This design comes from an exercise in tuning for small area, a short achievable clock period and few clock cycles on the open sky130 flow, not from production work. The RTL was checked by simulation tests, not by an equivalence proof against the original design. Power and IR drop assume default switching activity.

`flow/run.sh`:
```
#!/bin/bash
# synth_recipe.tcl (not shown) runs the flow's synth.tcl, then flattens the netlist and writes it again
# the make line also repeats each setting of config.mk as NAME=value (left out here)
make -C /OpenROAD-flow-scripts/flow DESIGN_CONFIG=/design/flow/config.mk WORK_HOME=/design/flow/orfs CLKGATE_MAP_FILE= SYNTH_SCRIPT=/design/flow/synth_recipe.tcl finish
```
`flow/config.mk`:
```
export PLATFORM = sky130hd
export DESIGN_NAME = simproc_core
export DESIGN_NICKNAME = simproc_core
export VERILOG_FILES = /design/flow/design.v
export SDC_FILE = /design/flow/constraint.sdc
export NUM_CORES = 4
export LEC_CHECK = 0
export CAP_MARGIN = 20
export CORE_MARGIN = 2
export CORE_UTILIZATION = 40
export PLACE_DENSITY = 0.6
export SLEW_MARGIN = 20
```
`flow/constraint.sdc`:
```
create_clock -name core_clock -period 10.0 [get_ports {clk}]
set_input_delay 2.0000 -clock core_clock [delete_from_list [all_inputs] [get_ports {clk}]]
set_output_delay 2.0000 -clock core_clock [all_outputs]
set_load 0.01 [all_outputs]
```
`flow/design.v`:
```
module simproc_core (
    input  wire        clk,
    input  wire        rst,           
    input  wire        has_words,     
    output reg         mem_en,
    output reg         mem_we,
    output reg  [14:0] mem_addr,
    output wire [15:0] mem_wdata,
    input  wire [15:0] mem_rdata,
    output reg         halted,
    output reg         faulted,
    output reg  [2:0]  fault_cause,
    output reg  [15:0] fault_value,
    output reg  [15:0] pc,
    output reg  [11:0] cycle_count,
    output reg         warn_valid,
    output reg  [1:0]  warn_kind,
    output reg  [15:0] warn_value,
    input  wire [2:0]  dbg_sel,
    output wire [15:0] dbg_data
);
    localparam [11:0] CYCLE_LIMIT = 12'd3000;
    localparam [2:0] F_PC    = 3'd1;
    localparam [2:0] F_LOAD  = 3'd2;
    localparam [2:0] F_STORE = 3'd3;
    localparam [2:0] F_LIMIT = 3'd5;
    localparam [1:0] W_OPC_R   = 2'd1;
    localparam [1:0] W_OPC_I   = 2'd2;
    localparam [1:0] W_SERVICE = 2'd3;
    localparam [2:0] S_FETCH  = 3'd0;
    localparam [2:0] S_DECODE = 3'd1;
    localparam [2:0] S_EXEC   = 3'd2;
    localparam [2:0] S_LOAD   = 3'd3;
    localparam [2:0] S_DIV    = 3'd4;
    localparam [2:0] S_STOP   = 3'd5;
    reg [2:0]  state;
    reg [15:0] regs [0:7];
    reg [15:0] ir;
    reg [15:0] opa, opb;
    reg [15:0] div_q;
    reg [15:0] div_r;
    reg [4:0]  div_cnt;
    assign dbg_data = regs[dbg_sel];
    wire        f_fmt_i = mem_rdata[15];
    wire [5:0]  f_opr   = mem_rdata[14:9];
    wire [2:0]  f_sel_a = f_fmt_i ? mem_rdata[12:10] :
                          (f_opr == 6'd63) ? 3'd0 : mem_rdata[5:3];
    wire        fmt_i  = ir[15];
    wire [5:0]  opr    = ir[14:9];
    wire [1:0]  opi    = ir[14:13];
    wire [2:0]  rd     = ir[8:6];
    wire [2:0]  ireg   = ir[12:10];
    wire [15:0] imm16  = {6'd0, ir[9:0]};
    wire is_add   = !fmt_i && opr == 6'd0;
    wire is_sub   = !fmt_i && opr == 6'd1;
    wire is_mul   = !fmt_i && opr == 6'd2;
    wire is_div   = !fmt_i && opr == 6'd3;
    wire is_ceq   = !fmt_i && opr == 6'd4;
    wire is_cne   = !fmt_i && opr == 6'd5;
    wire is_load  = !fmt_i && opr == 6'd15;
    wire is_store = !fmt_i && opr == 6'd16;
    wire is_sys   = !fmt_i && opr == 6'd63;
    wire is_jmp   =  fmt_i && opi == 2'd0;
    wire is_jcond =  fmt_i && opi == 2'd1;
    wire is_badi  =  fmt_i && opi == 2'd2;
    wire is_mov   =  fmt_i && opi == 2'd3;
    wire is_badr  = !fmt_i && !(is_add || is_sub || is_mul || is_div || is_ceq ||
                                is_cne || is_load || is_store || is_sys);
    wire running = !halted && !faulted;
    assign mem_wdata = opb;
    always @(*) begin
        mem_en   = 1'b0;
        mem_we   = 1'b0;
        mem_addr = pc[14:0];
        if (running && state == S_FETCH && !pc[15]) begin
            mem_en = 1'b1;
        end else if (running && state == S_EXEC && (is_load || is_store) && !opa[15]) begin
            mem_en   = 1'b1;
            mem_we   = is_store;
            mem_addr = opa[14:0];
        end
    end
    reg [15:0] alu_res;
    always @(*) begin
        alu_res = 16'd0;
        if (is_add)      alu_res = opa + opb;
        else if (is_sub) alu_res = opa - opb;
        else if (is_mul) alu_res = opa * opb;
        else if (is_ceq) alu_res = {15'd0, opa == opb};
        else if (is_cne) alu_res = {15'd0, opa != opb};
    end
    wire [16:0] div_shift = {div_r, div_q[15]};
    wire [16:0] div_diff  = div_shift - {1'b0, opb};
    wire        div_ge    = !div_diff[16];
    wire [11:0] cycles_next = cycle_count + 12'd1;
    wire        over_limit  = cycles_next > CYCLE_LIMIT;
    integer i;
    always @(posedge clk) begin
        warn_valid <= 1'b0;
        if (rst) begin
            state       <= S_FETCH;
            pc          <= 16'd1;
            cycle_count <= 12'd0;
            halted      <= !has_words;
            faulted     <= 1'b0;
            fault_cause <= 3'd0;
            fault_value <= 16'd0;
            warn_kind   <= 2'd0;
            warn_value  <= 16'd0;
            for (i = 0; i < 8; i = i + 1)
                regs[i] <= 16'd0;
        end else if (!halted && !faulted) begin
            case (state)
                S_FETCH: begin
                    if (pc[15]) begin
                        faulted     <= 1'b1;
                        fault_cause <= F_PC;
                        fault_value <= pc;
                        state       <= S_STOP;
                    end else begin
                        pc       <= pc + 16'd1;
                        state    <= S_DECODE;
                    end
                end
                S_DECODE: begin
                    ir    <= mem_rdata;
                    opa   <= regs[f_sel_a];
                    opb   <= regs[mem_rdata[2:0]];
                    state <= S_EXEC;
                end
                S_EXEC: begin
                    state <= S_FETCH;
                    if (is_div) begin
                        div_q   <= opa;
                        div_r   <= 16'd0;
                        div_cnt <= 5'd16;
                        state   <= S_DIV;
                    end else if (is_load && !opa[15]) begin
                        state    <= S_LOAD;
                    end else begin
                        if (is_add || is_sub || is_mul || is_ceq || is_cne)
                            regs[rd] <= alu_res;
                        if (is_mov)
                            regs[ireg] <= imm16;
                        if (is_jmp || (is_jcond && opa != 16'd0))
                            pc <= imm16;    
                        if (is_badr) begin
                            warn_valid <= 1'b1;
                            warn_kind  <= W_OPC_R;
                            warn_value <= {10'd0, opr};
                        end
                        if (is_badi) begin
                            warn_valid <= 1'b1;
                            warn_kind  <= W_OPC_I;
                            warn_value <= 16'd2;
                        end
                        if (is_sys && opa != 16'd0) begin
                            warn_valid <= 1'b1;
                            warn_kind  <= W_SERVICE;
                            warn_value <= opa;
                        end
                        cycle_count <= cycles_next;
                        if ((is_load || is_store) && opa[15]) begin
                            faulted     <= 1'b1;
                            fault_cause <= is_load ? F_LOAD : F_STORE;
                            fault_value <= opa;
                            state       <= S_STOP;
                        end else if (is_sys && opa == 16'd0) begin
                            halted <= 1'b1;
                            state  <= S_STOP;
                        end else if (over_limit) begin
                            faulted     <= 1'b1;
                            fault_cause <= F_LIMIT;
                            fault_value <= {4'd0, CYCLE_LIMIT};
                            state       <= S_STOP;
                        end
                    end
                end
                S_LOAD: begin
                    regs[rd]    <= mem_rdata;
                    cycle_count <= cycles_next;
                    state       <= S_FETCH;
                    if (over_limit) begin
                        faulted     <= 1'b1;
                        fault_cause <= F_LIMIT;
                        fault_value <= {4'd0, CYCLE_LIMIT};
                        state       <= S_STOP;
                    end
                end
                S_DIV: begin
                    div_r   <= div_ge ? div_diff[15:0] : div_shift[15:0];
                    div_q   <= {div_q[14:0], div_ge};
                    div_cnt <= div_cnt - 5'd1;
                    if (div_cnt == 5'd1) begin
                        regs[rd]    <= (opb == 16'd0) ? 16'd0 : {div_q[14:0], div_ge};
                        cycle_count <= cycles_next;
                        state       <= S_FETCH;
                        if (over_limit) begin
                            faulted     <= 1'b1;
                            fault_cause <= F_LIMIT;
                            fault_value <= {4'd0, CYCLE_LIMIT};
                            state       <= S_STOP;
                        end
                    end
                end
                default: state <= S_STOP;
            endcase
        end
    end
endmodule
```
==> run notes <==
==> area by class of cell <==
cell class              instances  area [µm²]
inverters                     160         601
clock buffers                  39         870
flip-flops and latches        284        7830
fillers                      5003       28200
well taps                     688         861
clock inverters                23         199
multi-input cells            1690       12500
repair buffers                173        1640
==> Yosys cell counts, types with 7 or more instances <==
| master | instances |
|---|---|
| nand2_1 | 349 |
| nor2_1 | 227 |
| edfxtp_1 | 214 |
| inv_1 | 158 |
| nand3_1 | 119 |
| clkbuf_1 | 117 |
| a21oi_1 | 104 |
| ha_1 | 102 |
| fa_1 | 82 |
| dfxtp_1 | 70 |
| o21ai_0 | 69 |
| mux4_2 | 64 |
| xnor2_1 | 56 |
| and2_1 | 54 |
| nor3_1 | 46 |
| mux2_2 | 45 |
| nand2b_1 | 30 |
| xor2_1 | 26 |
| mux2i_1 | 25 |
| o211ai_1 | 17 |
| or3_1 | 17 |
| buf_1 | 16 |
| o21a_1 | 15 |
| nor2b_1 | 14 |
| a21o_1 | 13 |
| nand4_1 | 13 |
| nor4_1 | 13 |
| and3_1 | 12 |
| a211oi_1 | 10 |
| o22ai_1 | 10 |
| nand3b_1 | 9 |
| nor2_2 | 9 |
| o2bb2ai_1 | 9 |
| o31a_1 | 9 |
| a222oi_1 | 8 |
| buf_2 | 8 |
| o31ai_1 | 8 |
| a311oi_1 | 7 |
==> logic make-up (layout without fill, tap and decap cells) <==
family                   Yosys count  in the layout  synth area share
multiplexers                     134            134             0.102
XOR/XNOR                          83             83            0.0345
flip-flops                       284            284             0.365
AO/OA/AOI/OAI                    347            347             0.106
adder cells (fa/ha/maj)          184            184             0.136
AND/OR/NAND/NOR                  942            942             0.202
buffers and inverters            304            395            0.0547
==> worst min-delay path: stages, from the launching register on <==
cell and delay [ns]:
dfxtp_1 0.31, nand2_1 0.05, a21oi_1 0.05
==> state kept, by name, summed over array words and instances, names as in the netlist, 5 cells and up <==
name and count:
div_r 16, ir 16, pc 16, opa 16
warn_value 16, cycle_count 12, fault_value 16, regs 128
div_cnt 5, div_q 16, opb 16
==> power groups by stage <==
stage                     clock network (mW)  registers [mW]  logic (mW)
after floorplan                            0            1.34       0.386
final                                   1.22            1.33       0.583
after global placement                     0            1.35       0.567
after global routing                    1.28            1.33       0.634
after detailed placement                   0            1.35       0.573
after CTS                               1.24            1.33       0.578
==> worst paths after layout <==
path	start	end	slack [ns]
max	opa[1]$_DFFE_PP_	regs[5][14]$_SDFFCE_PN0P_	2.64
max reg2reg	opa[1]$_DFFE_PP_	regs[5][14]$_SDFFCE_PN0P_	2.64
min reg2reg	warn_value[1]$_SDFFE_PP0P_	warn_value[1]$_SDFFE_PP0P_	0.46
min	warn_value[1]$_SDFFE_PP0P_	warn_value[1]$_SDFFE_PP0P_	0.46
==> stage by stage <==
stage	util	cell area, µm²	instances
final	0.465	24500	3057
after global routing	0.465	24500	3057
after CTS	0.464	24500	3054
after detailed placement	0.444	23400	2992
after global placement	0.444	23400	2991
after floorplan	-	21500	2278
==> metal layers <==
metal | up-vias | wire [µm]
met3 | 163 | 6400
met2 | 919 | 34200
met4 | 0 | 2450
li1 | 8129 | -
met5 | - | 0
met1 | 8934 | 29500
==> impl_metrics.yaml <==
worst_setup_path:
  worstPathMaxFanout: 13
  cp_slowest_stage_delay_ns: 0.88
  worstRegToRegCells: 21
  arrival_ns: 7.63
  critPathLaunchType: "flip-flop"
  path_cells: "clkinv_1 > nor2_1 > fa_1 > ha_1 > inv_1 > fa_1 > fa_1 > inv_1 > fa_1 > inv_1 > fa_1 > inv_1 > ha_1 > and2_1 > a311o_1 > a21oi_1 > a21oi_1 > xnor2_1 > o22ai_1 > a222oi_1 > nor2_1"
  cp.depth: 21
  crit_family: "adder cells"
  cp_slowest_cell: "a222oi_1"
  cp_num_buf_inv: 5
  cpMostUsedCell: "fa_1"
  worstSetupEndpointType: "flip-flop"
  required_ns: 10.27
  critPathKind: "reg -> reg"
floorplanning:
  start_util: 0.407
  ios: 139
  die_x_um: 236
  core_um2: 52800
  die_area_um2: 55500
  fp.dieH_um: 236
  rows: 84
logic_synthesis:
  yosysSeqAreaShare: 0.365
  syn_inst: 2278
  synth_cell_types: 82
  ys.flop_type: "edfxtp_1"
  ys_top_cells_by_area: "edfxtp_1 (30%), fa_1 (7.6%), mux4_2 (6.7%), dfxtp_1 (6.5%), nand2_1 (6.1%)"
  yosysWarnings: 1
  synth_top_area_frac: 0.299
  synth_edf_count: 214
  yosys.area.top_type: "edfxtp_1"
  synth_seq_cells: 284
  avgSynthCellArea_um2: 9.42
  syn_area_um2: 21500
  syn_nets: 2484
  ys_async_sr_fraction: 0
layout:
  layout_common_cells: "nand2_1 (349), nor2_1 (227), edfxtp_1 (214)"
  final_common_cell: "nand2_1"
  final_nets: 2549
  num_antenna_cells: 0
  drive_gt1_frac: 0.0988
  area_growth_pct: 14.3
drt:
  vias: 18145
  viasPerCell: 5.94
  avgRoutedWirePerCell_um: 23.7
  drc: 0
  drt_wl_total_um: 72500
  dr.pass1.iters: 6
  antenna_left: 0
  drt_iter0_drc: 2145
hold_path:
  whs_path_depth: 2
  hp-class: "reg -> reg"
pwr:
  ir_worst_vdd_mv: 0.110
  p_total_mw: 3.13
  clkPwrFrac: 0.389
  netSwitchingFraction: 0.290
  pwr_density_cell_nw_per_um2: 128
  p_comb_frac: 0.186
  p_leak_nw: 9.26
  p_seq_frac: 0.425
  p_switching_uw: 908
  internal_power_mw: 2.23
placed_design:
  portBuffers: 138
  dp_hpwl_um: 50400
  place_ws_ns: 2.72
  gp_routability_congestion: 0.924
global_routing:
  grt_overflow: 0
  met3_usage: 0.0503
  grt_start_max_net_pins: 73
  grt_use_met2: 0.419
  antenna_found_initial: 0
  grt.total_usage: 0.257
  grt_pass1_vias: 18008
  grt.met1_usage: 0.342
  grt_pass1_wl_um: 110000
  grt_busiest_layer: "met2"
sta:
  slew_viol_final: 0
  worstMarginPinSlew_ns: 1.14
  setup_viol: 0
  setup-tns-final_ns: 0
  fmax_mhz: 136
  period_minus_slack_ns: 7.36
  hold_viol_final: 0
  skew_ns: 0.0217
  slew_headroom: 0.239
  layout_worst_path_cycle_share: 0.736
  hold_ws_ns: 0.455
  rsz0062_at_grt: "false"
  fin_ws_ns: 2.64
run:
  maxCapViolCount: 0
clocking:
  numCtsBuffers: 34
  cts_setup_buffers: 0
  cts.sinks: 284
  clk_path_buf_depth: 3
  clock_latency_ns: 0.56
  cts_root_buf: "clkbuf_16"
  cts_resized: 0
  postCtsHoldBufs: 0
  path_clk_slew_ns: 0.06
  cts_tree: "done"
  cts_max_level: 2
status:
  status: "complete, no violations"
Testbench counts, summed over its fixed seeds: cycles 650,921.

[afterwards: timing with drivers on the ports]
In the flow no input, the clock included, has a driving cell. The finished layout below was timed again as built, in two steps. Step 1: set_driving_cell puts a clkbuf_16 on clk and a buf_2 on each other input, an assumption about the parent block. Step 2 also shifts input and output timing later by t, the mid clock arrival at the registers, as if the neighbouring blocks saw the same clock. Slacks: no drivers / after step 1 / after step 2; pairs: no drivers / after step 1.
shift t [ns]: 0.605
setup WS [ns]: 2.640 / 2.640 / 2.640
slew at the worst register clock pin (ns): 0.07 / 0.07
cell pins on the clock port's net: 1
After both steps this run still meets setup and hold. For this run, drivers alone change the setup slack by 0.000 ns; drivers and shift together by 0.000 ns.
